Context: an optimization exercise on an open-source flow, tuned for small area, a short achievable clock period and few clock cycles per item. The choices shown serve that exercise and are no tape-out recipe.
RTL that was checked went through simulation tests only; none was proved equivalent to the original.

Design sha256_engine, start of the top module:
module sha256_engine (
    input  wire         clk,
    input  wire         rst,         
    input  wire         start,       
    input  wire [15:0]  msg_len,     
    input  wire         in_valid,
    output wire         in_ready,
    input  wire [31:0]  in_data,
    output reg          busy,
    output reg          done,
    output wire [255:0] digest
);
    reg [31:0] R [0:15];         
    reg [31:0] a, b, c, d, e, f, g, h;
    reg [31:0] HA0, HA1, HA2, HA3, HE0, HE1, HE2, HE3;
    reg        first;            
    reg        running;          
    reg        grp;              
    reg [6:0]  rv;               
    reg [3:0]  pos;              
    reg [4:0]  nrx;              
    reg [10:0] bl;               
    reg [14:0] wleft;            
    reg [1:0]  lrem;             
    reg        p80;              
    reg [15:0] len;
    assign digest = {HA0, HA1, HA2, HA3, HE0, HE1, HE2, HE3};
    reg [31:0] k_t;
    always @(*) begin
        case (rv[5:0])
            6'd0:  k_t = 32'h428a2f98; 6'd1:  k_t = 32'h71374491;
            6'd2:  k_t = 32'hb5c0fbcf; 6'd3:  k_t = 32'he9b5dba5;
            6'd4:  k_t = 32'h3956c25b; 6'd5:  k_t = 32'h59f111f1;
            6'd6:  k_t = 32'h923f82a4; 6'd7:  k_t = 32'hab1c5ed5;
            6'd8:  k_t = 32'hd807aa98; 6'd9:  k_t = 32'h12835b01;
            6'd10: k_t = 32'h243185be; 6'd11: k_t = 32'h550c7dc3;
            6'd12: k_t = 32'h72be5d74; 6'd13: k_t = 32'h80deb1fe;
            6'd14: k_t = 32'h9bdc06a7; 6'd15: k_t = 32'hc19bf174;
            6'd16: k_t = 32'he49b69c1; 6'd17: k_t = 32'hefbe4786;
            6'd18: k_t = 32'h0fc19dc6; 6'd19: k_t = 32'h240ca1cc;
            6'd20: k_t = 32'h2de92c6f; 6'd21: k_t = 32'h4a7484aa;
            6'd22: k_t = 32'h5cb0a9dc; 6'd23: k_t = 32'h76f988da;
            6'd24: k_t = 32'h983e5152; 6'd25: k_t = 32'ha831c66d;
  ...
Size in the first run: ~1,100 flip-flops, roughly 310 I/O pins, roughly 53,000 µm² of cells after synthesis.
Settings: LEC_CHECK=0, CAP_MARGIN=20, CORE_MARGIN=2, CORE_UTILIZATION=40, PLACE_DENSITY=0.6, SLEW_MARGIN=20; clock period 10.0 ns.
run.sh (not shown) runs the stock make flow with config.mk's settings and CLKGATE_MAP_FILE= SYNTH_SCRIPT=/design/flow/synth_recipe.tcl, a recipe that flattens the netlist after the stock synthesis.
The first run passed the timing, design-rule and antenna checks.
Testbench counts at the start, summed over its fixed seeds: cycles 216,073, items 960.
Then changed:
--- a/flow/design.v
+++ b/flow/design.v
@@ -197,15 +197,15 @@
             grp     <= 1'b0;
             rv      <= 7'd0;
             pos     <= 4'd0;
             nrx     <= 5'd0;
         end else begin
             done    <= ffin && last_blk;
             running <= running_nx;
-            rv      <= running_nx ? (running ? (rv[6] ? 7'd0 : rv + 7'd1) : 7'd0) : 7'd0;
+            rv      <= (running && !rv[6]) ? rv + 7'd1 : 7'd0;
             if (start_acc) begin
                 busy  <= 1'b1;
                 first <= 1'b1;
                 pos   <= 4'd13;
                 grp   <= 1'b1;
                 nrx   <= 5'd0;
             end else begin
After rerunning: The changed run ran to the end with no violations. Design area is higher by 1.3%. Die area is higher by 1.4%. Routed wire length hardly moves. Synthesized area came out higher by 1.4%. Synthesized cell count rises by 3.1%. Clock-buffer cell count is unchanged. Maximum frequency rises by 15%. Flip-flop and latch count stays the same. Utilization rises by 0.27 points. Register-to-register slack gets better by 930 ps. Clock skew grows by 19 ps. Critical path depth does not change. Sequential share of layout area goes down by 0.55 points.
The RTL of the second run of this note was laid out without a check of its function.

Setup of TR:
Another version of the RTL of sha256_engine (not shown whole).
For scale: ~1100 flip-flops, about 310 I/O pins, about 50000 µm² of cells after synthesis.
Settings: LEC_CHECK=0, CAP_MARGIN=20, CORE_MARGIN=2, CORE_UTILIZATION=40, CTS_CLUSTER_DIAMETER=100, CTS_CLUSTER_SIZE=25, PLACE_DENSITY=0.6, SETUP_SLACK_MARGIN=5, SLEW_MARGIN=20, TNS_END_PERCENT=0; clock period 10.0 ns.
standard.sh (not shown) runs the stock make flow with config.mk's settings and CLKGATE_MAP_FILE= SYNTH_SCRIPT=/design/flow/synth_recipe.tcl, a recipe that flattens the netlist after the stock synthesis.
==> flow/flow/run.sh <==
#!/bin/bash
# The standard layout (standard.sh) with two changes: Yosys's synth runs
# without its internal pre-mapping ABC pass (-noabc), so the full adders are
# extracted from the plain gate netlist without polarity inverters; and the
# ports get the smallest buffer. Registers are unchanged. Per-step tool logs
# are in orfs/logs; make's output is in make.log here.
set -euo pipefail
bash standard.sh SYNTH_ARGS=-noabc "BUFFER_PORTS_ARGS=-buffer_cell sky130_fd_sc_hd__buf_1" finish > make.log 2>&1
Testbench counts of TR, summed over its fixed seeds: cycles 216,073, items 960.
Here is what was changed in the inputs of MS compared with TR.
diff --git a/flow/design.v b/flow/design.v
--- a/flow/design.v
+++ b/flow/design.v
@@ -15,16 +15,17 @@
     reg [31:0] HA0, HA1, HA2, HA3, HE0, HE1, HE2, HE3;
     reg        first;            
     reg        running;          
     reg        grp;              
     reg [6:0]  rv;               
     reg [3:0]  pos;              
     reg [4:0]  nrx;              
     reg        lastf;            
+    reg [1:0]  kq;               
     reg [13:0] wfull;            
     reg        tailw;            
     reg        p80;              
     reg [15:0] len;
     assign digest = {HA0, HA1, HA2, HA3, HE0, HE1, HE2, HE3};
     reg [31:0] k_nx;
     always @(*) begin
         case (rv[5:0])
@@ -110,22 +111,22 @@
     wire [31:0] s0  = bsig0(a);
     wire [31:0] ch  = (e & f) | (~e & g);
     wire [31:0] maj = (a & b) | (a & c) | (b & c);
     wire [31:0] wt  = R[15];
     wire [31:0] p0s = csa_s(h, k_t, wt),  p0c = csa_c(h, k_t, wt);
     wire [31:0] e1s = csa_s(d, ch, s1),     e1c = csa_c(d, ch, s1);
     wire [31:0] e2s = csa_s(p0s, p0c, e1s), e2c = csa_c(p0s, p0c, e1s);
     wire [31:0] e3s = csa_s(e2s, e2c, e1c), e3c = csa_c(e2s, e2c, e1c);
-    wire [31:0] e_new = e3s + e3c;
+    wire [31:0] e_new = padd(e3s, e3c);
     wire [31:0] q1s = csa_s(s1, s0, ch),    q1c = csa_c(s1, s0, ch);
     wire [31:0] a1s = csa_s(p0s, p0c, maj), a1c = csa_c(p0s, p0c, maj);
     wire [31:0] a2s = csa_s(a1s, a1c, q1s), a2c = csa_c(a1s, a1c, q1s);
     wire [31:0] a3s = csa_s(a2s, a2c, q1c), a3c = csa_c(a2s, a2c, q1c);
-    wire [31:0] a_new = a3s + a3c;
+    wire [31:0] a_new = padd(a3s, a3c);
     wire [31:0] w1s = csa_s(R[0], R[9], ssig0(R[1]));
     wire [31:0] w1c = csa_c(R[0], R[9], ssig0(R[1]));
     wire [31:0] w2s = csa_s(w1s, w1c, ssig1(R[14]));
     wire [31:0] w2c = csa_c(w1s, w1c, ssig1(R[14]));
     wire [31:0] w_next = w2s + w2c;
     wire start_acc = start && !busy;
     wire ffin      = running && rv[6];               
     wire sched     = running && !rv[6] && (rv[5:4] != 2'b00 || rv[3:0] == 4'd15)
@@ -157,18 +158,18 @@
             pad_word = p80 ? 32'h80000000 : 32'h0;
         if (last_blk && nrx_eff == 5'd14)
             pad_word = 32'h0;
         else if (last_blk && nrx_eff == 5'd15)
             pad_word = {13'd0, len, 3'b000};
     end
     wire       rot   = (running && rv[6:2] == 5'b01111 && rv[1:0] != 2'b00) || ffin
                        || (busy && !running && grp) || start_acc;
-    wire [1:0] kidx  = pos[1:0] - {1'b0, running};
-    wire       load  = rot && (kidx == 2'd3);
+    wire [1:0] kidx  = kq;
+    wire       load  = ffin || (busy && !running && grp && pos[1:0] == 2'b11);
     reg  [31:0] iva, ive;
     always @(*) begin
         case (kidx)
             2'd0: begin iva = 32'ha54ff53a; ive = 32'h5be0cd19; end
             2'd1: begin iva = 32'h3c6ef372; ive = 32'h1f83d9ab; end
             2'd2: begin iva = 32'hbb67ae85; ive = 32'h9b05688c; end
             default: begin iva = 32'h6a09e667; ive = 32'h510e527f; end
         endcase
@@ -196,16 +197,17 @@
     wire       n_msgword = start_acc ? (msg_len != 16'd0) :
                            (wr && msg_word) ? (full_word && (wfull != 14'd1 || tailw)) : msg_word;
     wire       n_ffin    = n_running && n_rv[6];
     wire       n_fill_ok = n_busy && !(n_running && !n_rv[6] && (n_rv[5:4] != 2'b00 || n_rv[3:0] == 4'd15))
                            && !(n_ffin && n_lastf);
     wire [3:0] n_pos_nx  = n_ffin ? 4'd0 : n_pos + 4'd1;
     wire [4:0] n_nrx_eff = n_ffin ? 5'd0 : n_nrx;
     wire       n_want    = n_fill_ok && !n_nrx_eff[4] && (n_pos_nx == n_nrx_eff[3:0]);
+    wire [1:0] n_kidx    = n_pos[1:0] - {1'b0, n_running};
     always @(posedge clk) begin
         for (i = 0; i < 15; i = i + 1)
             R[i] <= R[i + 1];
         R[15] <= wr ? pad_word : (sched ? w_next : R[0]);
         k_t   <= (running && !rv[6]) ? k_nx : 32'h428a2f98;
         if (load) begin
             a <= suma; b <= HA0; c <= HA1; d <= HA2;
             e <= sume; f <= HE0; g <= HE1; h <= HE2;
@@ -237,10 +239,11 @@
         done     <= !rst && ffin && last_blk;
         first    <= n_first;
         running  <= n_running;
         grp      <= n_grp;
         rv       <= n_rv;
         pos      <= n_pos;
         nrx      <= n_nrx;
         in_ready <= n_want && n_msgword;
+        kq       <= n_kidx;
     end
 endmodule
[summary]
Non-clock buffer count in MS is 2 below TR.
As of MS, y dimension of the die had fallen slightly compared to TR.
There was hardly any difference in share of the core filled with cells between TR and MS.
MS has worst hold slack after final layout above what TR had.
Sort TR and MS by layout multi-input combinational cell count desc -> top: TR
The initial detailed-routing violation count in TR is 1.05 times that in MS.
Area of all placed cells without fillers, TR and MS, lower one = MS.
MS vs TR: share of post-route cells with drive strength above 1 up in MS
Testbench counts of MS, summed over its fixed seeds: cycles 216,073, items 960.

## re-timing with driven ports
No port has a modelled driver above. Below, the same layouts with a new extraction and two added sets of constraints. Step 1 assumes that a clkbuf_16 drives the clock port and a buf_2 every other input. Step 2 times the ports against the registers' clock, not the clock port: input delays grow and output delays shrink by t, the midpoint of the rising clock arrivals with the driver on. Three values: ideal, step 1, step 2; two values: the first two.
run	t (ns)	setup slack, ns	worst slew at a driven data input, ns	cell pins on the clock port's net
the first run of note 1	0.807	2.407 / 2.457 / 1.651	0.05	1
the second run of note 1	0.818	3.394 / 3.394 / 3.394	0.05	1
TR	0.766	4.988 / 4.988 / 4.663	0.06	1
MS	0.767	5.070 / 5.070 / 4.623	0.07	1
After both steps every run listed still meets setup and hold. The setup slack of the first run of note 1, which loses most, moves by +0.050 ns with the drivers and by -0.756 ns with both steps.
